Background: an optimization exercise with open tools, aiming at small area. Do not read the settings as production practice.
In this exercise RTL edits were held to simulation tests only and were not proved equivalent to the original.
Power is estimated from default activity; no workload was simulated.

[flow/flow/synth.tcl]
# The standard flow's synthesis script (synth_recipe.tcl) with two changes: every abc
# call maps with the area-oriented script flow/abc.script, and the caller
# sets ADDER_MAP_FILE empty so no half/full adder cells are extracted.
proc synth {args} { yosys synth -nofsm -noshare {*}$args }
proc abc {args} {
  set i [lsearch -exact $args -script]
  if { $i >= 0 } {
    set args [lreplace $args [expr {$i + 1}] [expr {$i + 1}] $::env(OWN_ABC_SCRIPT)]
  }
  yosys abc {*}$args
}
source $::env(SCRIPTS_DIR)/synth.tcl
# left out here: clear keep_hierarchy, flatten, clean up, hide names made inside functions, write 1_2_yosys.v
[flow/config.mk]
export PLATFORM = sky130hd
export DESIGN_NAME = koki_h74
export DESIGN_NICKNAME = koki_h74
export VERILOG_FILES = /design/flow/design.v
export SDC_FILE = /design/flow/constraint.sdc
export NUM_CORES = 4
export LEC_CHECK = 0
export ABC_AREA = 1
export CAP_MARGIN = 0
export CORE_MARGIN = 2
export CORE_UTILIZATION = 60
export CTS_BUF_LIST = sky130_fd_sc_hd__clkbuf_4
export GPL_TIMING_DRIVEN = 0
export SLEW_MARGIN = 0
export SYNTH_HIERARCHICAL = 1
export SYNTH_MEMORY_MAX_BITS = 32768
[flow/design.v]
module koki_core (
    input wire rst,
    input wire cmd_we,
    input wire [31:0] cmd,
    input wire [19:0] m_q,
    input wire grid_q,
    input wire inv_q,
    input wire ill_q,
    output wire [19:0] m_d,
    output wire grid_d,
    output wire inv_d,
    output wire ill_d,
    output wire [35:0] res,
    output wire [1:0] status
);
  wire new_n119, new_n120, new_n121, new_n122, new_n123, new_n124, new_n125, new_n126, new_n127, new_n128, new_n129, new_n130, new_n131, new_n132, new_n133, new_n134, new_n135, new_n136, new_n137, new_n138, new_n139, new_n140, new_n141, new_n142, new_n143, new_n144, new_n145, new_n146, new_n147, new_n148, new_n149, new_n150, new_n151, new_n152, new_n153, new_n154, new_n155, new_n156, new_n157, new_n158, new_n159, new_n160, new_n161, new_n162, new_n163, new_n164, new_n165, new_n166, new_n167, new_n168, new_n169, new_n170, new_n171, new_n172, new_n173, new_n174, new_n175, new_n176, new_n177, new_n178, new_n179, new_n180, new_n181, new_n182, new_n183, new_n184, new_n185, new_n186, new_n187, new_n188, new_n189, new_n190, new_n191, new_n192, new_n193, new_n194, new_n195, new_n196, new_n197, new_n198, new_n199, new_n200, new_n201, new_n202, new_n203, new_n204, new_n205, new_n206, new_n207, new_n208, new_n209, new_n210, new_n211, new_n212, new_n213, new_n214, new_n215, new_n216, new_n217, new_n218, new_n219, new_n220, new_n221, new_n222, new_n223, new_n224, new_n225, new_n226, new_n227, new_n228, new_n229, new_n230, new_n231, new_n232, new_n233, new_n234, new_n235, new_n236, new_n237, new_n238, new_n239, new_n240, new_n241, new_n242, new_n243, new_n244, new_n245, new_n246, new_n247, new_n248, new_n249, new_n250, new_n251, new_n252, new_n253, new_n254, new_n255, new_n256, new_n257, new_n258, new_n259, new_n260, new_n261, new_n262, new_n263, new_n264, new_n265, new_n266, new_n267, new_n268, new_n269, new_n270, new_n271, new_n272, new_n273, new_n274, new_n275, new_n276, new_n277, new_n278, new_n279, new_n280, new_n281, new_n282, new_n283, new_n284, new_n285, new_n286, new_n287, new_n288, new_n289, new_n290, new_n291, new_n292, new_n293, new_n294, new_n295, new_n296, new_n297, new_n298, new_n299, new_n300, new_n301, new_n302, new_n303, new_n304, new_n305, new_n306, new_n307, new_n308, new_n309, new_n310, new_n311, new_n312, new_n313, new_n314, new_n315, new_n316, new_n317, new_n318, new_n319, new_n320, new_n321, new_n322, new_n323, new_n324, new_n325, new_n326, new_n327, new_n328, new_n329, new_n330, new_n331, new_n332, new_n333, new_n334, new_n335, new_n336, new_n337, new_n338, new_n339, new_n340, new_n341, new_n342, new_n343, new_n344, new_n345, new_n346, new_n347, new_n348, new_n349, new_n350, new_n351, new_n352, new_n353, new_n354, new_n355, new_n356, new_n357, new_n358, new_n359, new_n360, new_n361, new_n362, new_n363, new_n364, new_n365, new_n366, new_n367, new_n368, new_n369, new_n370, new_n371, new_n372, new_n373, new_n374, new_n375, new_n376, new_n377, new_n378, new_n379, new_n380, new_n381, new_n382, new_n383, new_n384, new_n385, new_n386, new_n387, new_n388, new_n389, new_n390, new_n391, new_n392, new_n393, new_n394, new_n395, new_n396, new_n397, new_n398, new_n399, new_n400, new_n401, new_n402, new_n403, new_n404, new_n405, new_n406, new_n407, new_n408, new_n409, new_n410, new_n411, new_n412, new_n413, new_n414, new_n415, new_n416, new_n417, new_n418, new_n419, new_n420, new_n421, new_n422, new_n423, new_n424, new_n425, new_n426, new_n427, new_n428, new_n429, new_n430, new_n431, new_n432, new_n433, new_n434, new_n435, new_n436, new_n437, new_n438, new_n439, new_n440, new_n441, new_n442, new_n443, new_n444, new_n445, new_n446, new_n447, new_n448, new_n449, new_n450, new_n451, new_n452, new_n453, new_n454, new_n455, new_n456, new_n457, new_n458, new_n459, new_n460, new_n461, new_n462, new_n463, new_n464, new_n465, new_n466, new_n467, new_n468, new_n469, new_n470, new_n471, new_n472, new_n473, new_n474, new_n475, new_n476, new_n477, new_n478, new_n479, new_n480, new_n481, new_n482, new_n483, new_n484, new_n485, new_n486, new_n487, new_n488, new_n489, new_n490, new_n491, new_n492, new_n493, new_n494, new_n495, new_n496, new_n497, new_n498, new_n499, new_n500, new_n501, new_n502, new_n503, new_n504, new_n505, new_n506, new_n507, new_n508, new_n509, new_n510, new_n511, new_n512, new_n513, new_n514, new_n515, new_n516, new_n517, new_n518, new_n519, new_n520, new_n521, new_n522, new_n523, new_n524, new_n525, new_n526, new_n527, new_n528, new_n529, new_n530, new_n531, new_n532, new_n533, new_n534, new_n535, new_n537, new_n538, new_n539, new_n540, new_n541, new_n542, new_n543, new_n544, new_n545, new_n546, new_n547, new_n548, new_n549, new_n550, new_n551, new_n552, new_n553, new_n554, new_n555, new_n556, new_n557, new_n558, new_n559, new_n561, new_n562, new_n563, new_n564, new_n565, new_n566, new_n567, new_n568, new_n569, new_n570, new_n571, new_n572, new_n573, new_n574, new_n575, new_n576, new_n577, new_n578, new_n579, new_n580, new_n581, new_n582, new_n584, new_n585, new_n586, new_n587, new_n588, new_n589, new_n590, new_n591, new_n592, new_n593, new_n594, new_n595, new_n596, new_n597, new_n598, new_n599, new_n600, new_n601, new_n602, new_n604, new_n605, new_n606, new_n607, new_n608, new_n609, new_n610, new_n611, new_n612, new_n613, new_n614, new_n615, new_n616, new_n618, new_n619, new_n620, new_n621, new_n622, new_n623, new_n624, new_n625, new_n626, new_n627, new_n628, new_n629, new_n630, new_n631, new_n633, new_n634, new_n635, new_n636, new_n637, new_n638, new_n639, new_n640, new_n641, new_n642, new_n643, new_n644, new_n645, new_n646, new_n648, new_n649, new_n650, new_n651, new_n652, new_n653, new_n654, new_n655, new_n656, new_n657, new_n659, new_n660, new_n661, new_n662, new_n663, new_n664, new_n665, new_n666, new_n667, new_n668, new_n669, new_n670, new_n671, new_n672, new_n673, new_n674, new_n676, new_n677, new_n678, new_n679, new_n680, new_n681, new_n682, new_n683, new_n684, new_n685, new_n687, new_n688, new_n689, new_n690, new_n691, new_n692, new_n694, new_n695, new_n696, new_n697, new_n698, new_n700, new_n701, new_n702, new_n703, new_n705, new_n706, new_n707, new_n708, new_n710, new_n711, new_n712, new_n713, new_n715, new_n716, new_n717, new_n718, new_n720, new_n721, new_n722, new_n723, new_n725, new_n726, new_n727, new_n728, new_n730, new_n731, new_n732, new_n733, new_n735, new_n736, new_n737, new_n739, new_n740, new_n742, new_n743, new_n744, new_n745, new_n746, new_n747, new_n748, new_n749, new_n750, new_n751, new_n752, new_n753, new_n754, new_n755, new_n756, new_n757, new_n758, new_n759, new_n760, new_n761, new_n762, new_n763, new_n764, new_n765, new_n766, new_n767, new_n768, new_n769, new_n770, new_n772, new_n773, new_n775, new_n776, new_n777, new_n778, new_n779, new_n780, new_n781, new_n782, new_n783, new_n785, new_n786, new_n787, new_n788, new_n789, new_n790, new_n791, new_n792, new_n793, new_n794, new_n796, new_n797, new_n798, new_n799, new_n800, new_n801, new_n802, new_n803, new_n804, new_n806, new_n807, new_n808, new_n809, new_n810, new_n811, new_n812, new_n813, new_n814, new_n816, new_n817, new_n818, new_n819, new_n820, new_n821, new_n822, new_n823, new_n824, new_n826, new_n827, new_n828, new_n829, new_n830, new_n831, new_n832, new_n833, new_n835, new_n836, new_n837, new_n838, new_n839, new_n840, new_n841, new_n843, new_n844, new_n845, new_n846, new_n847, new_n848, new_n849, new_n851, new_n852, new_n853, new_n854, new_n855, new_n856, new_n857, new_n859, new_n860, new_n861, new_n862, new_n863, new_n864, new_n865, new_n867, new_n869, new_n871, new_n873, new_n875, new_n877, new_n878, new_n879, new_n880, new_n882, new_n883, new_n884, new_n885, new_n886, new_n888, new_n889, new_n890, new_n891, new_n892, new_n894, new_n895, new_n896, new_n897, new_n898, new_n900, new_n901, new_n902, new_n903, new_n904, new_n907, new_n909, new_n911, new_n913, new_n915, new_n917, new_n919, new_n921, new_n923, new_n926, new_n928, new_n930, new_n932;
  assign new_n119 = cmd[28] & ~cmd[31] ;
  assign new_n120 = ~cmd[20] & ~cmd[21] ;
  assign new_n121 = ~cmd[22] & new_n120;
  assign new_n122 = cmd[28] & cmd[29] ;
  assign new_n123 = cmd[30] & new_n122;
  assign new_n124 = ~new_n121 & ~new_n123;
  assign new_n125 = ~cmd[12] & ~cmd[13] ;
  assign new_n126 = ~cmd[14] & ~cmd[15] ;
  assign new_n127 = new_n125 & new_n126;
  assign new_n128 = ~cmd[8] & ~cmd[9] ;
  assign new_n129 = ~cmd[10] & ~cmd[11] ;
  assign new_n130 = new_n128 & new_n129;
  assign new_n131 = new_n127 & new_n130;
  assign new_n132 = ~cmd[29] & cmd[31] ;
  assign new_n133 = cmd[7] & new_n132;
  assign new_n134 = ~cmd[16] & ~cmd[17] ;
  assign new_n135 = ~cmd[18] & ~cmd[19] ;
  assign new_n136 = new_n134 & new_n135;
  assign new_n137 = ~new_n133 & new_n136;
  assign new_n138 = new_n131 & new_n137;
  assign new_n139 = ~cmd[28] & cmd[29] ;
  assign new_n140 = cmd[31] & new_n139;
  assign new_n141 = ~new_n138 & ~new_n140;
  assign new_n142 = ~new_n124 & ~new_n141;
  assign new_n143 = cmd[22] & ~new_n120;
  assign new_n144 = cmd[28] & new_n132;
  assign new_n145 = ~new_n143 & new_n144;
  assign new_n146 = ~new_n142 & ~new_n145;
  assign new_n147 = ~cmd[25] & ~cmd[26] ;
  assign new_n148 = ~cmd[27] & new_n147;
  assign new_n149 = ~rst & cmd_we;
  assign new_n150 = ~cmd[23] & ~cmd[24] ;
  assign new_n151 = new_n149 & new_n150;
  assign new_n152 = new_n148 & new_n151;
  assign new_n153 = ~new_n146 & new_n152;
  assign new_n154 = ~cmd[30] & new_n153;
  assign new_n155 = cmd[29] & new_n154;
  assign new_n156 = new_n119 & new_n155;
  assign new_n157 = ~cmd[6] & cmd[29] ;
  assign new_n158 = cmd[5] & ~cmd[29] ;
  assign new_n159 = ~cmd[5] & cmd[29] ;
  assign new_n160 = ~cmd[5] & ~cmd[6] ;
  assign new_n161 = ~cmd[0] & cmd[4] ;
  assign new_n162 = ~cmd[1] & ~cmd[2] ;
  assign new_n163 = cmd[1] & cmd[2] ;
  assign new_n164 = ~new_n162 & ~new_n163;
  assign new_n165 = cmd[5] & cmd[6] ;
  assign new_n166 = ~new_n160 & ~new_n165;
  assign new_n167 = ~new_n164 & new_n166;
  assign new_n168 = new_n164 & ~new_n166;
  assign new_n169 = ~new_n167 & ~new_n168;
  assign new_n170 = ~new_n161 & new_n169;
  assign new_n171 = ~cmd[2] & cmd[6] ;
  assign new_n172 = cmd[2] & ~cmd[6] ;
  assign new_n173 = ~new_n171 & ~new_n172;
  assign new_n174 = cmd[3] & ~cmd[7] ;
  assign new_n175 = cmd[1] & ~cmd[5] ;
  assign new_n176 = ~new_n174 & ~new_n175;
  assign new_n177 = new_n173 & new_n176;
  assign new_n178 = ~new_n170 & new_n177;
  assign new_n179 = new_n171 & ~new_n174;
  assign new_n180 = ~cmd[3] & cmd[7] ;
  assign new_n181 = ~new_n179 & ~new_n180;
  assign new_n182 = ~new_n178 & new_n181;
  assign new_n183 = ~cmd[3] & ~cmd[4] ;
  assign new_n184 = cmd[5] & cmd[7] ;
  assign new_n185 = ~cmd[5] & ~cmd[7] ;
  assign new_n186 = ~new_n184 & ~new_n185;
  assign new_n187 = ~new_n183 & ~new_n186;
  assign new_n188 = ~cmd[6] & new_n163;
  assign new_n189 = ~new_n187 & ~new_n188;
  assign new_n190 = ~new_n160 & ~new_n189;
  assign new_n191 = ~cmd[5] & new_n171;
  assign new_n192 = new_n183 & new_n191;
  assign new_n193 = ~new_n190 & ~new_n192;
  assign new_n194 = ~new_n182 & ~new_n193;
  assign new_n195 = ~cmd[4] & new_n194;
  assign new_n196 = ~cmd[0] & ~cmd[2] ;
  assign new_n197 = cmd[3] & ~new_n162;
  assign new_n198 = ~new_n196 & new_n197;
  assign new_n199 = cmd[4] & new_n198;
  assign new_n200 = ~cmd[0] & ~cmd[1] ;
  assign new_n201 = cmd[2] & ~new_n200;
  assign new_n202 = ~cmd[6] & new_n201;
  assign new_n203 = new_n199 & new_n202;
  assign new_n204 = ~cmd[7] & ~new_n203;
  assign new_n205 = cmd[5] & ~new_n204;
  assign new_n206 = new_n182 & ~new_n205;
  assign new_n207 = ~cmd[5] & ~new_n198;
  assign new_n208 = cmd[6] & new_n207;
  assign new_n209 = cmd[4] & ~new_n208;
  assign new_n210 = new_n206 & new_n209;
  assign new_n211 = ~new_n195 & ~new_n210;
  assign new_n212 = ~new_n187 & ~new_n204;
  assign new_n213 = cmd[7] & new_n199;
  assign new_n214 = ~new_n166 & ~new_n213;
  assign new_n215 = ~new_n212 & ~new_n214;
  assign new_n216 = cmd[3] & ~cmd[4] ;
  assign new_n217 = ~cmd[5] & ~new_n216;
  assign new_n218 = new_n164 & ~new_n217;
  assign new_n219 = ~cmd[2] & ~cmd[3] ;
  assign new_n220 = cmd[2] & cmd[3] ;
  assign new_n221 = ~cmd[4] & ~cmd[6] ;
  assign new_n222 = ~new_n220 & new_n221;
  assign new_n223 = ~new_n219 & new_n222;
  assign new_n224 = ~new_n218 & new_n223;
  assign new_n225 = ~new_n166 & new_n212;
  assign new_n226 = ~new_n224 & ~new_n225;
  assign new_n227 = ~new_n215 & new_n226;
  assign new_n228 = new_n211 & ~new_n227;
  assign new_n229 = ~new_n194 & ~new_n228;
  assign new_n230 = new_n160 & ~new_n229;
  assign new_n231 = cmd[7] & ~new_n230;
  assign new_n232 = ~cmd[29] & ~new_n231;
  assign new_n233 = ~cmd[5] & new_n197;
  assign new_n234 = ~cmd[4] & ~new_n233;
  assign new_n235 = ~cmd[6] & ~new_n234;
  assign new_n236 = ~new_n229 & new_n235;
  assign new_n237 = cmd[6] & ~cmd[7] ;
  assign new_n238 = cmd[0] & new_n163;
  assign new_n239 = new_n233 & new_n238;
  assign new_n240 = cmd[4] & ~cmd[5] ;
  assign new_n241 = ~cmd[4] & cmd[5] ;
  assign new_n242 = ~new_n197 & new_n241;
  assign new_n243 = ~new_n240 & ~new_n242;
  assign new_n244 = ~new_n239 & new_n243;
  assign new_n245 = new_n237 & ~new_n244;
  assign new_n246 = ~cmd[6] & ~cmd[7] ;
  assign new_n247 = cmd[5] & new_n246;
  assign new_n248 = ~new_n222 & new_n247;
  assign new_n249 = ~new_n199 & new_n248;
  assign new_n250 = ~cmd[3] & cmd[4] ;
  assign new_n251 = ~new_n216 & ~new_n250;
  assign new_n252 = new_n164 & new_n251;
  assign new_n253 = new_n185 & new_n222;
  assign new_n254 = ~new_n252 & new_n253;
  assign new_n255 = cmd[6] & cmd[7] ;
  assign new_n256 = new_n200 & new_n219;
  assign new_n257 = ~new_n217 & ~new_n256;
  assign new_n258 = new_n255 & ~new_n257;
  assign new_n259 = ~new_n238 & new_n250;
  assign new_n260 = new_n258 & ~new_n259;
  assign new_n261 = ~new_n254 & ~new_n260;
  assign new_n262 = ~new_n249 & new_n261;
  assign new_n263 = ~new_n245 & new_n262;
  assign new_n264 = ~new_n236 & new_n263;
  assign new_n265 = ~new_n229 & new_n264;
  assign new_n266 = ~cmd[5] & new_n265;
  assign new_n267 = ~cmd[28] & cmd[31] ;
  assign new_n268 = ~new_n119 & ~new_n267;
  assign new_n269 = cmd[7] & new_n268;
  assign new_n270 = ~new_n266 & new_n269;
  assign new_n271 = ~new_n232 & ~new_n270;
  assign new_n272 = cmd[4] & ~new_n271;
  assign new_n273 = ~cmd[4] & new_n271;
  assign new_n274 = ~new_n272 & ~new_n273;
  assign new_n275 = ~new_n231 & ~new_n246;
  assign new_n276 = cmd[4] & cmd[6] ;
  assign new_n277 = ~new_n229 & ~new_n276;
  assign new_n278 = cmd[5] & ~new_n221;
  assign new_n279 = ~new_n277 & new_n278;
  assign new_n280 = ~new_n275 & ~new_n279;
  assign new_n281 = ~new_n235 & ~new_n280;
  assign new_n282 = cmd[4] & new_n260;
  assign new_n283 = cmd[29] & new_n268;
  assign new_n284 = cmd[5] & new_n255;
  assign new_n285 = new_n283 & ~new_n284;
  assign new_n286 = ~new_n248 & new_n285;
  assign new_n287 = ~new_n282 & new_n286;
  assign new_n288 = ~new_n281 & new_n287;
  assign new_n289 = ~new_n268 & ~new_n280;
  assign new_n290 = ~new_n288 & ~new_n289;
  assign new_n291 = ~new_n211 & new_n227;
  assign new_n292 = ~cmd[29] & ~new_n228;
  assign new_n293 = ~new_n291 & new_n292;
  assign new_n294 = ~new_n268 & ~new_n293;
  assign new_n295 = cmd[29] & ~new_n264;
  assign new_n296 = ~new_n294 & ~new_n295;
  assign new_n297 = cmd[1] & new_n121;
  assign new_n298 = cmd[20] & cmd[21] ;
  assign new_n299 = cmd[13] & new_n298;
  assign new_n300 = cmd[17] & cmd[22] ;
  assign new_n301 = ~new_n299 & ~new_n300;
  assign new_n302 = ~cmd[20] & cmd[21] ;
  assign new_n303 = cmd[9] & new_n302;
  assign new_n304 = cmd[20] & ~cmd[21] ;
  assign new_n305 = cmd[5] & new_n304;
  assign new_n306 = ~new_n303 & ~new_n305;
  assign new_n307 = new_n301 & new_n306;
  assign new_n308 = ~new_n297 & new_n307;
  assign new_n309 = ~new_n296 & new_n308;
  assign new_n310 = cmd[0] & cmd[2] ;
  assign new_n311 = ~new_n196 & ~new_n310;
  assign new_n312 = ~new_n164 & new_n250;
  assign new_n313 = ~new_n311 & new_n312;
  assign new_n314 = new_n258 & ~new_n313;
  assign new_n315 = cmd[1] & ~new_n311;
  assign new_n316 = ~cmd[5] & ~new_n315;
  assign new_n317 = ~cmd[4] & ~new_n316;
  assign new_n318 = new_n197 & ~new_n317;
  assign new_n319 = ~new_n242 & ~new_n318;
  assign new_n320 = ~cmd[7] & ~new_n319;
  assign new_n321 = new_n200 & new_n241;
  assign new_n322 = ~new_n250 & ~new_n321;
  assign new_n323 = ~cmd[2] & ~new_n322;
  assign new_n324 = ~cmd[1] & new_n311;
  assign new_n325 = new_n240 & new_n324;
  assign new_n326 = ~cmd[6] & ~new_n233;
  assign new_n327 = ~new_n325 & new_n326;
  assign new_n328 = ~new_n323 & new_n327;
  assign new_n329 = ~new_n320 & ~new_n328;
  assign new_n330 = new_n198 & ~new_n222;
  assign new_n331 = ~new_n207 & ~new_n330;
  assign new_n332 = new_n220 & new_n240;
  assign new_n333 = new_n246 & ~new_n332;
  assign new_n334 = ~new_n331 & new_n333;
  assign new_n335 = ~cmd[3] & new_n184;
  assign new_n336 = ~new_n334 & ~new_n335;
  assign new_n337 = ~new_n329 & new_n336;
  assign new_n338 = ~new_n314 & ~new_n337;
  assign new_n339 = new_n283 & ~new_n338;
  assign new_n340 = new_n186 & new_n206;
  assign new_n341 = ~cmd[4] & ~new_n340;
  assign new_n342 = ~new_n199 & new_n284;
  assign new_n343 = cmd[2] & new_n185;
  assign new_n344 = ~cmd[6] & ~new_n343;
  assign new_n345 = ~new_n187 & new_n344;
  assign new_n346 = ~new_n342 & ~new_n345;
  assign new_n347 = ~new_n256 & ~new_n346;
  assign new_n348 = new_n194 & ~new_n347;
  assign new_n349 = ~new_n341 & ~new_n348;
  assign new_n350 = ~new_n195 & ~new_n349;
  assign new_n351 = cmd[28] & ~cmd[29] ;
  assign new_n352 = ~cmd[31] & new_n351;
  assign new_n353 = ~new_n210 & new_n352;
  assign new_n354 = ~new_n350 & new_n353;
  assign new_n355 = ~new_n339 & ~new_n354;
  assign new_n356 = cmd[0] & new_n121;
  assign new_n357 = cmd[8] & new_n302;
  assign new_n358 = cmd[16] & cmd[22] ;
  assign new_n359 = ~new_n357 & ~new_n358;
  assign new_n360 = ~new_n356 & new_n359;
  assign new_n361 = ~new_n355 & new_n360;
  assign new_n362 = cmd[29] & ~new_n339;
  assign new_n363 = ~new_n361 & ~new_n362;
  assign new_n364 = new_n296 & ~new_n308;
  assign new_n365 = ~new_n309 & ~new_n364;
  assign new_n366 = ~new_n363 & new_n365;
  assign new_n367 = ~new_n309 & ~new_n366;
  assign new_n368 = new_n265 & new_n268;
  assign new_n369 = ~new_n293 & ~new_n368;
  assign new_n370 = ~new_n270 & ~new_n346;
  assign new_n371 = ~new_n369 & new_n370;
  assign new_n372 = ~new_n229 & new_n346;
  assign new_n373 = ~new_n268 & ~new_n372;
  assign new_n374 = ~cmd[29] & ~new_n373;
  assign new_n375 = new_n287 & new_n346;
  assign new_n376 = new_n369 & new_n375;
  assign new_n377 = ~new_n374 & ~new_n376;
  assign new_n378 = ~new_n371 & new_n377;
  assign new_n379 = new_n367 & ~new_n378;
  assign new_n380 = ~new_n367 & new_n378;
  assign new_n381 = cmd[2] & new_n121;
  assign new_n382 = cmd[6] & new_n304;
  assign new_n383 = cmd[18] & cmd[22] ;
  assign new_n384 = ~new_n382 & ~new_n383;
  assign new_n385 = ~new_n381 & new_n384;
  assign new_n386 = ~new_n380 & ~new_n385;
  assign new_n387 = ~new_n379 & ~new_n386;
  assign new_n388 = new_n290 & ~new_n387;
  assign new_n389 = ~cmd[29] & ~new_n268;
  assign new_n390 = ~new_n283 & ~new_n389;
  assign new_n391 = new_n290 & ~new_n390;
  assign new_n392 = new_n387 & ~new_n391;
  assign new_n393 = cmd[3] & ~new_n392;
  assign new_n394 = ~new_n388 & ~new_n393;
  assign new_n395 = new_n274 & ~new_n394;
  assign new_n396 = ~new_n272 & ~new_n395;
  assign new_n397 = ~new_n159 & ~new_n396;
  assign new_n398 = ~new_n158 & ~new_n397;
  assign new_n399 = cmd[6] & new_n398;
  assign new_n400 = ~new_n157 & ~new_n399;
  assign new_n401 = cmd[7] & ~new_n400;
  assign new_n402 = ~cmd[29] & ~cmd[31] ;
  assign new_n403 = ~new_n237 & ~new_n402;
  assign new_n404 = ~cmd[7] & ~cmd[29] ;
  assign new_n405 = ~new_n403 & ~new_n404;
  assign new_n406 = ~new_n398 & new_n405;
  assign new_n407 = ~new_n401 & ~new_n406;
  assign new_n408 = ~new_n388 & ~new_n392;
  assign new_n409 = cmd[3] & new_n121;
  assign new_n410 = cmd[7] & new_n304;
  assign new_n411 = cmd[19] & cmd[22] ;
  assign new_n412 = ~new_n410 & ~new_n411;
  assign new_n413 = cmd[11] & new_n302;
  assign new_n414 = cmd[15] & new_n298;
  assign new_n415 = ~new_n413 & ~new_n414;
  assign new_n416 = new_n412 & new_n415;
  assign new_n417 = ~new_n409 & new_n416;
  assign new_n418 = ~new_n408 & new_n417;
  assign new_n419 = new_n408 & ~new_n417;
  assign new_n420 = ~new_n418 & ~new_n419;
  assign new_n421 = ~new_n274 & new_n394;
  assign new_n422 = ~new_n132 & ~new_n395;
  assign new_n423 = ~new_n421 & new_n422;
  assign new_n424 = new_n420 & new_n423;
  assign new_n425 = ~new_n420 & ~new_n423;
  assign new_n426 = ~new_n424 & ~new_n425;
  assign new_n427 = cmd[4] & new_n304;
  assign new_n428 = cmd[12] & new_n298;
  assign new_n429 = ~new_n427 & ~new_n428;
  assign new_n430 = new_n360 & new_n429;
  assign new_n431 = ~new_n355 & new_n430;
  assign new_n432 = new_n355 & ~new_n430;
  assign new_n433 = ~new_n431 & ~new_n432;
  assign new_n434 = new_n363 & ~new_n365;
  assign new_n435 = ~new_n366 & ~new_n434;
  assign new_n436 = ~new_n433 & ~new_n435;
  assign new_n437 = ~new_n379 & ~new_n380;
  assign new_n438 = cmd[14] & new_n298;
  assign new_n439 = cmd[10] & new_n302;
  assign new_n440 = ~new_n438 & ~new_n439;
  assign new_n441 = new_n385 & new_n440;
  assign new_n442 = new_n437 & ~new_n441;
  assign new_n443 = ~new_n437 & new_n441;
  assign new_n444 = ~new_n442 & ~new_n443;
  assign new_n445 = new_n436 & new_n444;
  assign new_n446 = new_n420 & new_n445;
  assign new_n447 = ~new_n435 & new_n444;
  assign new_n448 = new_n433 & ~new_n435;
  assign new_n449 = ~new_n444 & ~new_n448;
  assign new_n450 = ~new_n447 & ~new_n449;
  assign new_n451 = ~new_n446 & ~new_n450;
  assign new_n452 = new_n426 & ~new_n451;
  assign new_n453 = ~new_n426 & ~new_n450;
  assign new_n454 = ~new_n452 & ~new_n453;
  assign new_n455 = new_n407 & ~new_n454;
  assign new_n456 = ~new_n407 & new_n454;
  assign new_n457 = ~new_n455 & ~new_n456;
  assign new_n458 = cmd[6] & new_n402;
  assign new_n459 = ~new_n157 & ~new_n458;
  assign new_n460 = ~new_n398 & new_n459;
  assign new_n461 = new_n398 & ~new_n459;
  assign new_n462 = ~new_n460 & ~new_n461;
  assign new_n463 = ~cmd[31] & new_n158;
  assign new_n464 = ~new_n159 & ~new_n463;
  assign new_n465 = new_n396 & ~new_n464;
  assign new_n466 = ~new_n396 & new_n464;
  assign new_n467 = ~new_n465 & ~new_n466;
  assign new_n468 = new_n462 & ~new_n467;
  assign new_n469 = new_n423 & new_n446;
  assign new_n470 = new_n467 & ~new_n469;
  assign new_n471 = ~new_n462 & new_n470;
  assign new_n472 = ~new_n468 & ~new_n471;
  assign new_n473 = new_n457 & ~new_n472;
  assign new_n474 = ~new_n457 & new_n472;
  assign new_n475 = ~new_n473 & ~new_n474;
  assign new_n476 = new_n156 & ~new_n475;
  assign new_n477 = ~new_n139 & ~new_n351;
  assign new_n478 = ~cmd[30] & new_n477;
  assign new_n479 = ~new_n283 & new_n478;
  assign new_n480 = ~cmd[28] & new_n402;
  assign new_n481 = cmd[30] & ~new_n480;
  assign new_n482 = ~new_n479 & ~new_n481;
  assign new_n483 = new_n153 & new_n482;
  assign new_n484 = ~new_n433 & new_n483;
  assign new_n485 = new_n154 & ~new_n480;
  assign new_n486 = new_n185 & new_n221;
  assign new_n487 = cmd[7] & cmd[29] ;
  assign new_n488 = ~new_n351 & ~new_n487;
  assign new_n489 = ~new_n486 & ~new_n488;
  assign new_n490 = cmd[30] & ~cmd[31] ;
  assign new_n491 = ~new_n489 & new_n490;
  assign new_n492 = new_n153 & new_n491;
  assign new_n493 = ~new_n485 & ~new_n492;
  assign new_n494 = ~rst & new_n493;
  assign new_n495 = m_q[0] & new_n494;
  assign new_n496 = new_n351 & new_n492;
  assign new_n497 = ~cmd[3] & ~new_n311;
  assign new_n498 = cmd[3] & new_n311;
  assign new_n499 = ~new_n497 & ~new_n498;
  assign new_n500 = new_n496 & new_n499;
  assign new_n501 = ~new_n221 & ~new_n276;
  assign new_n502 = new_n311 & ~new_n501;
  assign new_n503 = ~new_n311 & new_n501;
  assign new_n504 = ~new_n502 & ~new_n503;
  assign new_n505 = ~new_n123 & ~new_n504;
  assign new_n506 = ~cmd[20] & ~new_n505;
  assign new_n507 = ~new_n166 & ~new_n251;
  assign new_n508 = new_n166 & new_n251;
  assign new_n509 = ~new_n507 & ~new_n508;
  assign new_n510 = ~new_n123 & new_n509;
  assign new_n511 = ~cmd[22] & new_n123;
  assign new_n512 = ~new_n510 & ~new_n511;
  assign new_n513 = ~new_n506 & new_n512;
  assign new_n514 = ~new_n123 & ~new_n169;
  assign new_n515 = cmd[21] & new_n123;
  assign new_n516 = ~new_n514 & ~new_n515;
  assign new_n517 = new_n513 & ~new_n516;
  assign new_n518 = cmd[6] & ~new_n517;
  assign new_n519 = ~cmd[6] & new_n517;
  assign new_n520 = ~new_n518 & ~new_n519;
  assign new_n521 = ~cmd[28] & new_n132;
  assign new_n522 = new_n154 & new_n521;
  assign new_n523 = ~new_n520 & new_n522;
  assign new_n524 = new_n139 & ~new_n504;
  assign new_n525 = ~cmd[22] & new_n304;
  assign new_n526 = ~cmd[0] & ~new_n525;
  assign new_n527 = cmd[0] & new_n525;
  assign new_n528 = new_n122 & ~new_n527;
  assign new_n529 = ~new_n526 & new_n528;
  assign new_n530 = ~new_n524 & ~new_n529;
  assign new_n531 = new_n492 & ~new_n530;
  assign new_n532 = ~new_n523 & ~new_n531;
  assign new_n533 = ~new_n500 & new_n532;
  assign new_n534 = ~new_n495 & new_n533;
  assign new_n535 = ~new_n484 & new_n534;
  assign m_d[0] = new_n476 | ~new_n535;
  assign new_n537 = ~new_n435 & new_n483;
  assign new_n538 = new_n156 & new_n433;
  assign new_n539 = m_q[1] & new_n494;
  assign new_n540 = new_n506 & new_n512;
  assign new_n541 = ~new_n516 & new_n540;
  assign new_n542 = cmd[5] & ~new_n541;
  assign new_n543 = ~cmd[5] & new_n541;
  assign new_n544 = ~new_n542 & ~new_n543;
  assign new_n545 = new_n522 & ~new_n544;
  assign new_n546 = new_n169 & ~new_n477;
  assign new_n547 = ~cmd[22] & new_n302;
  assign new_n548 = cmd[1] & ~new_n547;
  assign new_n549 = ~cmd[1] & new_n547;
  assign new_n550 = new_n477 & ~new_n549;
  assign new_n551 = ~new_n548 & new_n550;
  assign new_n552 = ~new_n546 & ~new_n551;
  assign new_n553 = new_n492 & new_n552;
  assign new_n554 = ~new_n545 & ~new_n553;
  assign new_n555 = ~new_n539 & new_n554;
  assign new_n556 = new_n500 & ~new_n555;
  assign new_n557 = ~new_n500 & new_n555;
  assign new_n558 = ~new_n556 & ~new_n557;
  assign new_n559 = ~new_n538 & ~new_n558;
  assign m_d[1] = new_n537 | ~new_n559;
  assign new_n561 = new_n444 & new_n483;
  assign new_n562 = ~new_n433 & new_n435;
  assign new_n563 = ~new_n448 & ~new_n562;
  assign new_n564 = new_n156 & ~new_n563;
  assign new_n565 = m_q[2] & new_n494;
  assign new_n566 = new_n513 & new_n516;
  assign new_n567 = cmd[4] & ~new_n566;
  assign new_n568 = ~cmd[4] & new_n566;
  assign new_n569 = ~new_n567 & ~new_n568;
  assign new_n570 = new_n522 & ~new_n569;
  assign new_n571 = ~new_n506 & ~new_n512;
  assign new_n572 = ~new_n516 & new_n571;
  assign new_n573 = cmd[2] & ~new_n572;
  assign new_n574 = ~cmd[2] & new_n572;
  assign new_n575 = ~new_n573 & ~new_n574;
  assign new_n576 = new_n122 & ~new_n575;
  assign new_n577 = ~new_n477 & ~new_n509;
  assign new_n578 = ~new_n576 & ~new_n577;
  assign new_n579 = new_n492 & ~new_n578;
  assign new_n580 = ~new_n570 & ~new_n579;
  assign new_n581 = ~new_n565 & new_n580;
  assign new_n582 = ~new_n564 & new_n581;
  assign m_d[2] = new_n561 | ~new_n582;
  assign new_n584 = new_n420 & new_n483;
  assign new_n585 = new_n444 & new_n562;
  assign new_n586 = ~new_n444 & ~new_n562;
  assign new_n587 = ~new_n585 & ~new_n586;
  assign new_n588 = new_n156 & ~new_n587;
  assign new_n589 = m_q[3] & new_n494;
  assign new_n590 = new_n522 & ~new_n575;
  assign new_n591 = new_n120 & new_n512;
  assign new_n592 = ~cmd[3] & new_n591;
  assign new_n593 = ~new_n315 & ~new_n324;
  assign new_n594 = ~cmd[29] & ~new_n593;
  assign new_n595 = cmd[3] & ~new_n591;
  assign new_n596 = ~new_n594 & ~new_n595;
  assign new_n597 = ~new_n592 & new_n596;
  assign new_n598 = cmd[28] & new_n492;
  assign new_n599 = ~new_n597 & new_n598;
  assign new_n600 = ~new_n590 & ~new_n599;
  assign new_n601 = ~new_n589 & new_n600;
  assign new_n602 = ~new_n588 & new_n601;
  assign m_d[3] = new_n584 | ~new_n602;
  assign new_n604 = new_n423 & new_n483;
  assign new_n605 = ~new_n447 & new_n563;
  assign new_n606 = new_n420 & new_n605;
  assign new_n607 = ~new_n420 & ~new_n605;
  assign new_n608 = ~new_n606 & ~new_n607;
  assign new_n609 = new_n156 & ~new_n608;
  assign new_n610 = m_q[4] & new_n494;
  assign new_n611 = new_n122 & new_n492;
  assign new_n612 = ~new_n569 & new_n611;
  assign new_n613 = cmd[2] & new_n496;
  assign new_n614 = ~new_n612 & ~new_n613;
  assign new_n615 = ~new_n610 & new_n614;
  assign new_n616 = ~new_n609 & new_n615;
  assign m_d[4] = new_n604 | ~new_n616;
  assign new_n618 = ~new_n436 & ~new_n444;
  assign new_n619 = ~new_n420 & new_n445;
  assign new_n620 = ~new_n618 & ~new_n619;
  assign new_n621 = new_n423 & ~new_n620;
  assign new_n622 = ~new_n423 & new_n620;
  assign new_n623 = ~new_n621 & ~new_n622;
  assign new_n624 = new_n156 & ~new_n623;
  assign new_n625 = new_n467 & new_n483;
  assign new_n626 = m_q[5] & new_n494;
  assign new_n627 = ~new_n544 & new_n611;
  assign new_n628 = cmd[1] & new_n496;
  assign new_n629 = ~new_n627 & ~new_n628;
  assign new_n630 = ~new_n626 & new_n629;
  assign new_n631 = ~new_n625 & new_n630;
  assign m_d[5] = new_n624 | ~new_n631;
  assign new_n633 = ~new_n420 & ~new_n445;
  assign new_n634 = ~new_n423 & new_n446;
  assign new_n635 = ~new_n633 & ~new_n634;
  assign new_n636 = new_n467 & ~new_n635;
  assign new_n637 = ~new_n467 & new_n635;
  assign new_n638 = ~new_n636 & ~new_n637;
  assign new_n639 = new_n156 & ~new_n638;
  assign new_n640 = new_n462 & new_n483;
  assign new_n641 = m_q[6] & new_n494;
  assign new_n642 = ~new_n520 & new_n611;
  assign new_n643 = cmd[0] & new_n496;
  assign new_n644 = ~new_n642 & ~new_n643;
  assign new_n645 = ~new_n641 & new_n644;
  assign new_n646 = ~new_n640 & new_n645;
  assign m_d[6] = new_n639 | ~new_n646;
  assign new_n648 = ~new_n407 & new_n483;
  assign new_n649 = m_q[7] & new_n494;
  assign new_n650 = ~new_n467 & new_n469;
  assign new_n651 = ~new_n423 & ~new_n446;
  assign new_n652 = ~new_n650 & ~new_n651;
  assign new_n653 = new_n462 & ~new_n652;
  assign new_n654 = ~new_n462 & new_n652;
  assign new_n655 = ~new_n653 & ~new_n654;
  assign new_n656 = new_n156 & ~new_n655;
  assign new_n657 = ~new_n649 & ~new_n656;
  assign m_d[7] = new_n648 | ~new_n657;
  assign new_n659 = new_n477 & new_n483;
  assign new_n660 = ~new_n475 & new_n659;
  assign new_n661 = ~new_n470 & ~new_n650;
  assign new_n662 = ~new_n407 & ~new_n661;
  assign new_n663 = new_n462 & new_n469;
  assign new_n664 = new_n467 & new_n663;
  assign new_n665 = new_n407 & ~new_n664;
  assign new_n666 = ~new_n407 & new_n664;
  assign new_n667 = ~new_n665 & ~new_n666;
  assign new_n668 = new_n661 & ~new_n667;
  assign new_n669 = ~new_n662 & ~new_n668;
  assign new_n670 = new_n156 & new_n669;
  assign new_n671 = m_q[8] & new_n494;
  assign new_n672 = cmd[8] & new_n155;
  assign new_n673 = ~new_n671 & ~new_n672;
  assign new_n674 = ~new_n670 & new_n673;
  assign m_d[8] = new_n660 | ~new_n674;
  assign new_n676 = new_n467 & ~new_n663;
  assign new_n677 = new_n457 & new_n676;
  assign new_n678 = ~new_n457 & ~new_n676;
  assign new_n679 = ~new_n677 & ~new_n678;
  assign new_n680 = new_n156 & ~new_n679;
  assign new_n681 = new_n433 & new_n659;
  assign new_n682 = m_q[9] & new_n494;
  assign new_n683 = cmd[9] & new_n155;
  assign new_n684 = ~new_n682 & ~new_n683;
  assign new_n685 = ~new_n681 & new_n684;
  assign m_d[9] = new_n680 | ~new_n685;
  assign new_n687 = new_n119 & new_n667;
  assign new_n688 = ~cmd[10] & ~new_n687;
  assign new_n689 = new_n155 & ~new_n688;
  assign new_n690 = m_q[10] & new_n494;
  assign new_n691 = ~new_n563 & new_n659;
  assign new_n692 = ~new_n690 & ~new_n691;
  assign m_d[10] = new_n689 | ~new_n692;
  assign new_n694 = ~new_n587 & new_n659;
  assign new_n695 = m_q[11] & new_n494;
  assign new_n696 = cmd[11] & new_n155;
  assign new_n697 = ~new_n695 & ~new_n696;
  assign new_n698 = ~new_n694 & new_n697;
  assign m_d[11] = new_n476 | ~new_n698;
  assign new_n700 = ~new_n608 & new_n659;
  assign new_n701 = m_q[12] & new_n494;
  assign new_n702 = cmd[12] & new_n155;
  assign new_n703 = ~new_n701 & ~new_n702;
  assign m_d[12] = new_n700 | ~new_n703;
  assign new_n705 = ~new_n623 & new_n659;
  assign new_n706 = m_q[13] & new_n494;
  assign new_n707 = cmd[13] & new_n155;
  assign new_n708 = ~new_n706 & ~new_n707;
  assign m_d[13] = new_n705 | ~new_n708;
  assign new_n710 = ~new_n638 & new_n659;
  assign new_n711 = m_q[14] & new_n494;
  assign new_n712 = cmd[14] & new_n155;
  assign new_n713 = ~new_n711 & ~new_n712;
  assign m_d[14] = new_n710 | ~new_n713;
  assign new_n715 = ~new_n655 & new_n659;
  assign new_n716 = m_q[15] & new_n494;
  assign new_n717 = cmd[15] & new_n155;
  assign new_n718 = ~new_n716 & ~new_n717;
  assign m_d[15] = new_n715 | ~new_n718;
  assign new_n720 = new_n659 & new_n669;
  assign new_n721 = m_q[16] & new_n494;
  assign new_n722 = cmd[16] & new_n155;
  assign new_n723 = ~new_n721 & ~new_n722;
  assign m_d[16] = new_n720 | ~new_n723;
  assign new_n725 = new_n659 & ~new_n679;
  assign new_n726 = m_q[17] & new_n494;
  assign new_n727 = cmd[17] & new_n155;
  assign new_n728 = ~new_n726 & ~new_n727;
  assign m_d[17] = new_n725 | ~new_n728;
  assign new_n730 = new_n659 & new_n667;
  assign new_n731 = m_q[18] & new_n494;
  assign new_n732 = cmd[18] & new_n155;
  assign new_n733 = ~new_n731 & ~new_n732;
  assign m_d[18] = new_n730 | ~new_n733;
  assign new_n735 = m_q[19] & new_n494;
  assign new_n736 = cmd[19] & new_n155;
  assign new_n737 = ~new_n735 & ~new_n736;
  assign m_d[19] = new_n660 | ~new_n737;
  assign new_n739 = grid_q & new_n494;
  assign new_n740 = cmd[31] & new_n155;
  assign grid_d = new_n739 | new_n740;
  assign new_n742 = cmd[2] & ~new_n238;
  assign new_n743 = new_n486 & ~new_n742;
  assign new_n744 = new_n166 & ~new_n173;
  assign new_n745 = cmd[0] & ~cmd[4] ;
  assign new_n746 = cmd[7] & ~new_n745;
  assign new_n747 = ~cmd[7] & ~new_n161;
  assign new_n748 = ~new_n746 & ~new_n747;
  assign new_n749 = new_n744 & new_n748;
  assign new_n750 = ~cmd[2] & new_n161;
  assign new_n751 = new_n284 & new_n750;
  assign new_n752 = ~new_n749 & ~new_n751;
  assign new_n753 = ~new_n743 & new_n752;
  assign new_n754 = new_n177 & ~new_n745;
  assign new_n755 = new_n182 & new_n754;
  assign new_n756 = new_n753 & ~new_n755;
  assign new_n757 = ~new_n164 & new_n507;
  assign new_n758 = ~new_n252 & ~new_n757;
  assign new_n759 = ~new_n753 & new_n758;
  assign new_n760 = new_n352 & ~new_n759;
  assign new_n761 = ~new_n756 & new_n760;
  assign new_n762 = new_n183 & new_n238;
  assign new_n763 = new_n183 & ~new_n201;
  assign new_n764 = new_n268 & ~new_n763;
  assign new_n765 = ~new_n762 & ~new_n764;
  assign new_n766 = new_n284 & ~new_n390;
  assign new_n767 = ~new_n765 & new_n766;
  assign new_n768 = ~new_n761 & ~new_n767;
  assign new_n769 = new_n154 & ~new_n768;
  assign new_n770 = inv_q & new_n494;
  assign inv_d = new_n769 | new_n770;
  assign new_n772 = cmd_we & new_n493;
  assign new_n773 = ~ill_q & ~new_n772;
  assign ill_d = ~rst & ~new_n773;
  assign new_n775 = grid_q & ~inv_q;
  assign new_n776 = ~m_q[3] & new_n775;
  assign new_n777 = m_q[2] & new_n776;
  assign new_n778 = ~m_q[2] & new_n775;
  assign new_n779 = m_q[3] & new_n778;
  assign new_n780 = ~new_n777 & ~new_n779;
  assign new_n781 = m_q[0] & ~new_n780;
  assign new_n782 = ~m_q[0] & ~inv_q;
  assign new_n783 = new_n780 & new_n782;
  assign res[0] = ~new_n781 & ~new_n783;
  assign new_n785 = ~m_q[4] & ~m_q[6] ;
  assign new_n786 = m_q[4] & m_q[6] ;
  assign new_n787 = ~new_n785 & ~new_n786;
  assign new_n788 = m_q[7] & new_n775;
  assign new_n789 = new_n787 & new_n788;
  assign new_n790 = ~m_q[7] & new_n775;
  assign new_n791 = ~new_n787 & new_n790;
  assign new_n792 = ~grid_q & ~inv_q;
  assign new_n793 = ~m_q[1] & new_n792;
  assign new_n794 = ~new_n791 & ~new_n793;
  assign res[1] = ~new_n789 & new_n794;
  assign new_n796 = ~m_q[8] & ~m_q[10] ;
  assign new_n797 = m_q[8] & m_q[10] ;
  assign new_n798 = ~new_n796 & ~new_n797;
  assign new_n799 = m_q[11] & new_n775;
  assign new_n800 = new_n798 & new_n799;
  assign new_n801 = ~m_q[11] & new_n775;
  assign new_n802 = ~new_n798 & new_n801;
  assign new_n803 = ~m_q[2] & new_n792;
  assign new_n804 = ~new_n802 & ~new_n803;
  assign res[2] = ~new_n800 & new_n804;
  assign new_n806 = ~m_q[12] & ~m_q[14] ;
  assign new_n807 = m_q[12] & m_q[14] ;
  assign new_n808 = ~new_n806 & ~new_n807;
  assign new_n809 = m_q[15] & new_n775;
  assign new_n810 = new_n808 & new_n809;
  assign new_n811 = ~m_q[15] & new_n775;
  assign new_n812 = ~new_n808 & new_n811;
  assign new_n813 = ~m_q[3] & new_n792;
  assign new_n814 = ~new_n812 & ~new_n813;
  assign res[3] = ~new_n810 & new_n814;
  assign new_n816 = ~m_q[16] & ~m_q[18] ;
  assign new_n817 = m_q[16] & m_q[18] ;
  assign new_n818 = ~new_n816 & ~new_n817;
  assign new_n819 = m_q[19] & new_n775;
  assign new_n820 = new_n818 & new_n819;
  assign new_n821 = ~m_q[19] & new_n775;
  assign new_n822 = ~new_n818 & new_n821;
  assign new_n823 = ~m_q[4] & new_n792;
  assign new_n824 = ~new_n822 & ~new_n823;
  assign res[4] = ~new_n820 & new_n824;
  assign new_n826 = ~m_q[0] & ~m_q[1] ;
  assign new_n827 = m_q[0] & m_q[1] ;
  assign new_n828 = ~new_n826 & ~new_n827;
  assign new_n829 = new_n775 & new_n828;
  assign new_n830 = m_q[3] & new_n829;
  assign new_n831 = new_n776 & ~new_n828;
  assign new_n832 = ~m_q[5] & new_n792;
  assign new_n833 = ~new_n831 & ~new_n832;
  assign res[5] = ~new_n830 & new_n833;
  assign new_n835 = ~m_q[4] & ~m_q[5] ;
  assign new_n836 = m_q[4] & m_q[5] ;
  assign new_n837 = ~new_n835 & ~new_n836;
  assign new_n838 = new_n788 & new_n837;
  assign new_n839 = new_n790 & ~new_n837;
  assign new_n840 = ~m_q[6] & new_n792;
  assign new_n841 = ~new_n839 & ~new_n840;
  assign res[6] = ~new_n838 & new_n841;
  assign new_n843 = ~m_q[8] & ~m_q[9] ;
  assign new_n844 = m_q[8] & m_q[9] ;
  assign new_n845 = ~new_n843 & ~new_n844;
  assign new_n846 = new_n799 & new_n845;
  assign new_n847 = new_n801 & ~new_n845;
  assign new_n848 = ~m_q[7] & new_n792;
  assign new_n849 = ~new_n847 & ~new_n848;
  assign res[7] = ~new_n846 & new_n849;
  assign new_n851 = ~m_q[12] & ~m_q[13] ;
  assign new_n852 = m_q[12] & m_q[13] ;
  assign new_n853 = ~new_n851 & ~new_n852;
  assign new_n854 = new_n809 & new_n853;
  assign new_n855 = new_n811 & ~new_n853;
  assign new_n856 = ~m_q[8] & new_n792;
  assign new_n857 = ~new_n855 & ~new_n856;
  assign res[8] = ~new_n854 & new_n857;
  assign new_n859 = ~m_q[16] & ~m_q[17] ;
  assign new_n860 = m_q[16] & m_q[17] ;
  assign new_n861 = ~new_n859 & ~new_n860;
  assign new_n862 = new_n819 & new_n861;
  assign new_n863 = new_n821 & ~new_n861;
  assign new_n864 = ~m_q[9] & new_n792;
  assign new_n865 = ~new_n863 & ~new_n864;
  assign res[9] = ~new_n862 & new_n865;
  assign new_n867 = ~m_q[10] & new_n792;
  assign res[10] = ~new_n776 & ~new_n867;
  assign new_n869 = ~m_q[11] & new_n792;
  assign res[11] = ~new_n790 & ~new_n869;
  assign new_n871 = ~m_q[12] & new_n792;
  assign res[12] = ~new_n801 & ~new_n871;
  assign new_n873 = ~m_q[13] & new_n792;
  assign res[13] = ~new_n811 & ~new_n873;
  assign new_n875 = ~m_q[14] & new_n792;
  assign res[14] = ~new_n821 & ~new_n875;
  assign new_n877 = m_q[2] & new_n829;
  assign new_n878 = new_n778 & ~new_n828;
  assign new_n879 = ~m_q[15] & new_n792;
  assign new_n880 = ~new_n878 & ~new_n879;
  assign res[15] = ~new_n877 & new_n880;
  assign new_n882 = ~m_q[16] & new_n792;
  assign new_n883 = ~m_q[6] & new_n837;
  assign new_n884 = m_q[6] & ~new_n837;
  assign new_n885 = new_n775 & ~new_n884;
  assign new_n886 = ~new_n883 & new_n885;
  assign res[16] = ~new_n882 & ~new_n886;
  assign new_n888 = ~m_q[17] & new_n792;
  assign new_n889 = ~m_q[10] & new_n845;
  assign new_n890 = m_q[10] & ~new_n845;
  assign new_n891 = new_n775 & ~new_n890;
  assign new_n892 = ~new_n889 & new_n891;
  assign res[17] = ~new_n888 & ~new_n892;
  assign new_n894 = ~m_q[18] & new_n792;
  assign new_n895 = ~m_q[14] & new_n853;
  assign new_n896 = m_q[14] & ~new_n853;
  assign new_n897 = new_n775 & ~new_n896;
  assign new_n898 = ~new_n895 & new_n897;
  assign res[18] = ~new_n894 & ~new_n898;
  assign new_n900 = ~m_q[19] & new_n792;
  assign new_n901 = ~m_q[18] & new_n861;
  assign new_n902 = m_q[18] & ~new_n861;
  assign new_n903 = new_n775 & ~new_n902;
  assign new_n904 = ~new_n901 & new_n903;
  assign res[19] = ~new_n900 & ~new_n904;
  assign res[20] = ~new_n778 & ~new_n792;
  assign new_n907 = m_q[6] & grid_q;
  assign res[21] = inv_q | new_n907;
  assign new_n909 = m_q[10] & grid_q;
  assign res[22] = inv_q | new_n909;
  assign new_n911 = m_q[14] & grid_q;
  assign res[23] = inv_q | new_n911;
  assign new_n913 = m_q[18] & grid_q;
  assign res[24] = inv_q | new_n913;
  assign new_n915 = m_q[1] & grid_q;
  assign res[25] = inv_q | new_n915;
  assign new_n917 = m_q[5] & grid_q;
  assign res[26] = inv_q | new_n917;
  assign new_n919 = m_q[9] & grid_q;
  assign res[27] = inv_q | new_n919;
  assign new_n921 = m_q[13] & grid_q;
  assign res[28] = inv_q | new_n921;
  assign new_n923 = m_q[17] & grid_q;
  assign res[29] = inv_q | new_n923;
  assign res[30] = ~new_n782 & ~new_n792;
  assign new_n926 = m_q[4] & grid_q;
  assign res[31] = inv_q | new_n926;
  assign new_n928 = m_q[8] & grid_q;
  assign res[32] = inv_q | new_n928;
  assign new_n930 = m_q[12] & grid_q;
  assign res[33] = inv_q | new_n930;
  assign new_n932 = m_q[16] & grid_q;
  assign res[34] = inv_q | new_n932;
  assign res[35] = inv_q;
  assign status[0] = inv_q;
  assign status[1] = ill_q;
endmodule
module koki_h74 (
    input  wire        clk,
    input  wire        rst,
    input  wire        cmd_we,
    input  wire [31:0] cmd,
    output wire [35:0] res,
    output wire [1:0]  status      
);
    reg  [19:0] m_q;
    reg         grid_q, ill_q;
    reg         ninv_q;                   
    wire        inv_q = ~ninv_q;
    wire [19:0] m_d;
    wire        grid_d, inv_d, ill_d;
    koki_core u_core (
        .rst(rst), .cmd_we(cmd_we), .cmd(cmd),
        .m_q(m_q), .grid_q(grid_q), .inv_q(inv_q), .ill_q(ill_q),
        .m_d(m_d), .grid_d(grid_d), .inv_d(inv_d), .ill_d(ill_d),
        .res(res), .status(status)
    );
    always @(posedge clk) begin
        m_q    <= m_d;
        grid_q <= grid_d;
        ninv_q <= ~inv_d;
        ill_q  <= ill_d;
    end
endmodule
[flow/flow/run.sh]
#!/bin/bash
# Own layout flow: the standard layout (standard.sh) with
#  - synthesis by flow/synth.tcl: the standard flow's synthesis script, but ABC maps
#    for area (flow/abc.script) and no adder cells are extracted;
#  - the port buffers that global placement inserts made from buf_1.
# Registers, their names and cell types are those of the standard synthesis.
set -euo pipefail
HERE=$(pwd)
export OWN_ABC_SCRIPT="$HERE/flow/abc.script"
export BUFFER_PORTS_ARGS="-buffer_cell sky130_fd_sc_hd__buf_1"
bash standard.sh SYNTH_SCRIPT="$HERE/flow/synth.tcl" ADDER_MAP_FILE= finish > standard.log 2>&1
[flow/constraint.sdc]
create_clock -name core_clock -period 7.0 [get_ports {clk}]
set_input_delay 1.4000 -clock core_clock [delete_from_list [all_inputs] [get_ports {clk}]]
set_output_delay 1.4000 -clock core_clock [all_outputs]
set_load 0.01 [all_outputs]
[flow/flow/abc.script]
strash
dch
map -D 4000 -B 0.1
topo
stime -c
[flow/standard.sh]
#!/bin/bash
# synth_recipe.tcl (not shown) runs the flow's synth.tcl, then flattens the netlist and writes it again
# the make line also repeats each setting of config.mk as NAME=value (left out here)
make -C /OpenROAD-flow-scripts/flow DESIGN_CONFIG=/design/flow/config.mk WORK_HOME=/design/flow/orfs CLKGATE_MAP_FILE= SYNTH_SCRIPT=/design/flow/synth_recipe.tcl "${@:-finish}"
==> impl_summary.txt <==
----------------------------------------------------
[Outcome]
  Status ... finished clean

[STA]
  Fin. max-slew vios ... 0
  Final setup vio count ... 0
  Final hold vios ... 0
  Worst setup skew after layout ... 0 ns
  Unrepaired setup endpoints after global routing ... no
  Highest attainable clock frequency ... 0.159 GHz
  Transition time of the tightest slew-check pin ... 1.30 ns
  Time the worst path needs with I/O delays and setup ... 6.28 ns
  Fin crit share ... 89.7%
  Max-Slew Margin vs Limit ... 12.8%
  Worst Hold Slack ... 0.489 ns
  Post-Route Setup TNS ... 0 ns

[Finish]
  Fraction of layout cells with a size suffix above 1 ... 4.78%
  # diodes ... 0
  Post-layout utilization of the core ... 70.4%
  Fin nets ... 663
  FF+latch area ... 460 um^2
  Area occupied by multi-input gates ... 0.00239 mm^2
  Fill cell count ... 470
  Layout overhead on the synthesized area ... 12.7%

[Placement]
  GP Congestion ... 1.03
  Sum of net half-perimeters after detailed placement ... 9.63 mm
  Port buffer count ... 72

[Route]
  Routed WL per cell ... 17.2 um
  Post-route DRC violation count ... 0
  DRT antenna net count ... 0
  Vias after detailed routing ... 4433
  DRC violation total after the first TritonRoute iteration ... 454
  Count of TritonRoute iterations in the first routing pass ... 9
  Via-per-instance ratio ... 6.36
  Routed Wire Length ... 12.0 mm

[Synthesis]
  Post-synthesis compound-gate area fraction ... 34.3%
  Warnings, synthesis ... 7
  Simple-gate portion of the synthesized area ... 29.5%
  Post-synthesis adder-cell area fraction ... 0%
  Main combinational cell family by area after synthesis ... compound AO/OA/AOI/OAI gates
  Net count after synthesis ... 586
  Count of state elements after synthesis ... 23
  Xor-xnor portion of the synthesized cell area ... 10.6%
  Post-synth EDFFs ... 0
  Post-synth ARST share ... 0%
  Count of mapped cells out of synthesis ... 551
  Combined area of all synthesized cells ... 0.00321 mm^2
  Syn avg cell area ... 5.83 um^2
  Yosys cell types ... 37
  Primary flip-flop cell chosen by synthesis mapping ... sky130_fd_sc_hd__dfxtp_1
  Sequential area share after synthesis ... 14.3%
  Share of synthesized area spent on multiplexers ... 0%

[Floorplanning]
  Die X-Extent ... 77.2 um
  Height of the die ... 77.2 um
  Boundary pin count ... 73
  Die area ... 0.00595 mm^2
  Total core area ... 0.00514 mm^2
  Floorplan row count ... 26
  Starting Density ... 62.5%

[Worst setup path]
  Critical Path Max Stage Delay ... 0.46 ns
  Cell with the most instances on the worst path ... sky130_fd_sc_hd__nand2_1
  Endpoint arrival time on the critical path ... 6.49 ns
  Required time of the critical path ... 7.21 ns
  Setup CP Type ... in -> reg
  Kind of capture point of the worst setup path ... register
  CP startpoint kind ... primary input
  Largest fanout on the critical path ... 14
  Critical Path Slowest Stage Cell ... sky130_fd_sc_hd__xor2_1

[Hold path]
  Hold Crit Class ... reg -> reg

[Global route]
  Number of global-route vias before repair ... 3990
  Remaining Overflow, GRT ... 0
  Largest net degree at the start of global routing ... 32
  All-layer global routing usage ... 39.6%
  Global-route wire length before repair ... 19.1 mm
  Initial antenna violation count ... 0

[CTS]
  Clock tree from TritonCTS ... built
  Clk slew on worst S/H paths ... 0.12 ns
  Clk sink count ... 23
  Number of H-tree branching levels ... 1
  Clk Latency, worst-skew pair ... 0.32 ns
  Quantity of hold-fixing buffers added after cts ... 0
  Clock Path Buffers ... 2
  Num CTS Buffers ... 3
  CTS Root Cell ... sky130_fd_sc_hd__clkbuf_4

[Power and ir drop]
  Cell Pwr Density ... 133 mW/mm^2
  Worst vdd rail ir drop ... 63.5 uV
  Static Leakage ... 1.31 nW

[Job]
  Reported max-cap violation count ... 0

----------------------------------------------------
synth_stat cells (12+ instances only):
cell type	n	share of area [%]
sky130_fd_sc_hd__nand3_1	15	2.3
sky130_fd_sc_hd__xnor2_1	13	3.5
sky130_fd_sc_hd__a221oi_1	15	4.1
sky130_fd_sc_hd__xor2_1	26	7.1
sky130_fd_sc_hd__clkinv_1	90	11
sky130_fd_sc_hd__o221ai_1	12	3.3
sky130_fd_sc_hd__nor2_1	94	11
sky130_fd_sc_hd__o21ai_0	40	6.2
sky130_fd_sc_hd__dfxtp_1	23	14
sky130_fd_sc_hd__nor3_1	21	3.3
sky130_fd_sc_hd__nand2_1	79	9.2
sky130_fd_sc_hd__a21oi_1	45	7.0
sky130_fd_sc_hd__a22oi_1	21	4.9
state kept, by name, indices dropped and copies added, names as in the netlist:
name and flops:
ill_q 1, ninv_q 1, grid_q 1, m_q 20
area by class of cell:
type,instances,share of cell area [%]
plain buffers,3,0.622
clock buffers,4,0.830
inverters,90,9.64
multi-input cells,435,66.1
flip-flops and latches,23,12.7
well taps,70,2.42
repair buffers,72,7.67
modules after synthesis, one instance, submodules excluded:
module,copies in the design,flip-flops and latches,cells inside,cell area (um^2)
koki_core,1,0,526,2740
koki_h74,1,23,25,468
critical path, delay by kind of cell:
family	cells	cell delay [ns]
buf+inv	1	0.29
xor+xnor	3	0.80
simple gates	14	1.73
compound gates	11	2.26
power by group:
group	internal, mW	switching (mW)
logic	0.0881	0.195
clock network	0.0262	0.0389
registers	0.131	0.000358
path summary, 6_finish.rpt:
| path | endpoint | depth (start not counted) | slack (ns) | from |
|---|---|---|---|---|
| setup / recovery | m_q[8] | 29 | 0.72 | cmd[3] |
| hold / removal | ill_q | 2 | 0.49 | ill_q |
| hold reg to reg | ill_q | 2 | 0.49 | ill_q |
| setup reg to reg | ninv_q | 4 | 5.67 | ninv_q |
routing by layer:
layer | global-route usage (%) | vias to the layer above | wire length [um]
li1 | - | 2099 | -
met4 | 24.1 | 0 | 702
met5 | 0 | - | 0
met1 | 45.4 | 1982 | 4650
met3 | 4.94 | 69 | 974
met2 | 69.3 | 283 | 5700
timing repair:
item | in CTS | in global routing
buffers inserted | 0 | 0
resized for setup | 0 | 10
setup endpoints to repair | 0 | 9
layout by cell type, fill, tap and decap left out, types with 9 or more instances in the layout:
cell and n:
sky130_fd_sc_hd__a22oi_1 21, sky130_fd_sc_hd__nor3_1 21, sky130_fd_sc_hd__a221oi_1 15, sky130_fd_sc_hd__xnor2_1 13, sky130_fd_sc_hd__buf_1 66, sky130_fd_sc_hd__o21ai_0 40
sky130_fd_sc_hd__xor2_1 26, sky130_fd_sc_hd__o22ai_1 9, sky130_fd_sc_hd__nor2_1 93, sky130_fd_sc_hd__a21oi_1 45, sky130_fd_sc_hd__clkinv_1 86, sky130_fd_sc_hd__nand3_1 15
sky130_fd_sc_hd__o221ai_1 12, sky130_fd_sc_hd__nand2_1 79, sky130_fd_sc_hd__dfxtp_1 23
cell families after synthesis:
kind of cell	count (synthesis)
simple gates	226
buf+inv	93
flops	23
compound gates	170
xor+xnor	39
through the flow:
| stage | instances | cell area (um^2) | setup WS, ns | power (mW) |
|---|---|---|---|---|
| 3_5_place_dp | 693 | 3570 | 0.0923 | 0.402 |
| 2_1_floorplan | 551 | 3210 | 1.75 | 0.327 |
| 5_1_grt | 697 | 3620 | 0.0614 | 0.508 |
| 3_3_place_gp | 693 | 3570 | 0.202 | 0.396 |
| 6_report | 697 | 3620 | 0.721 | 0.480 |
| 4_1_cts | 697 | 3600 | 0.421 | 0.465 |

[afterwards: timing with drivers on the ports]
The flow's constraints put no driver on any port. The routed layout listed below was extracted and timed again, unchanged, in two steps. Step 1 sets driving cells, clkbuf_16 on the clock port and buf_2 on the other inputs (assumed; they add their load-dependent delay and slew). Step 2 also shifts input and output timing later by t, the mid clock arrival at the registers, as if the neighbouring blocks saw the same clock. Slacks: ideal ports / drivers / drivers and shift; pairs: ideal ports / drivers.
shift t [ns]: 0.347
setup WS [ns]: 0.721 / 0.727 / 0.380
worst setup path at the end: input to register
After both steps this run still meets setup and hold. For this run, drivers alone change the setup slack by +0.006 ns; drivers and shift together by -0.341 ns.
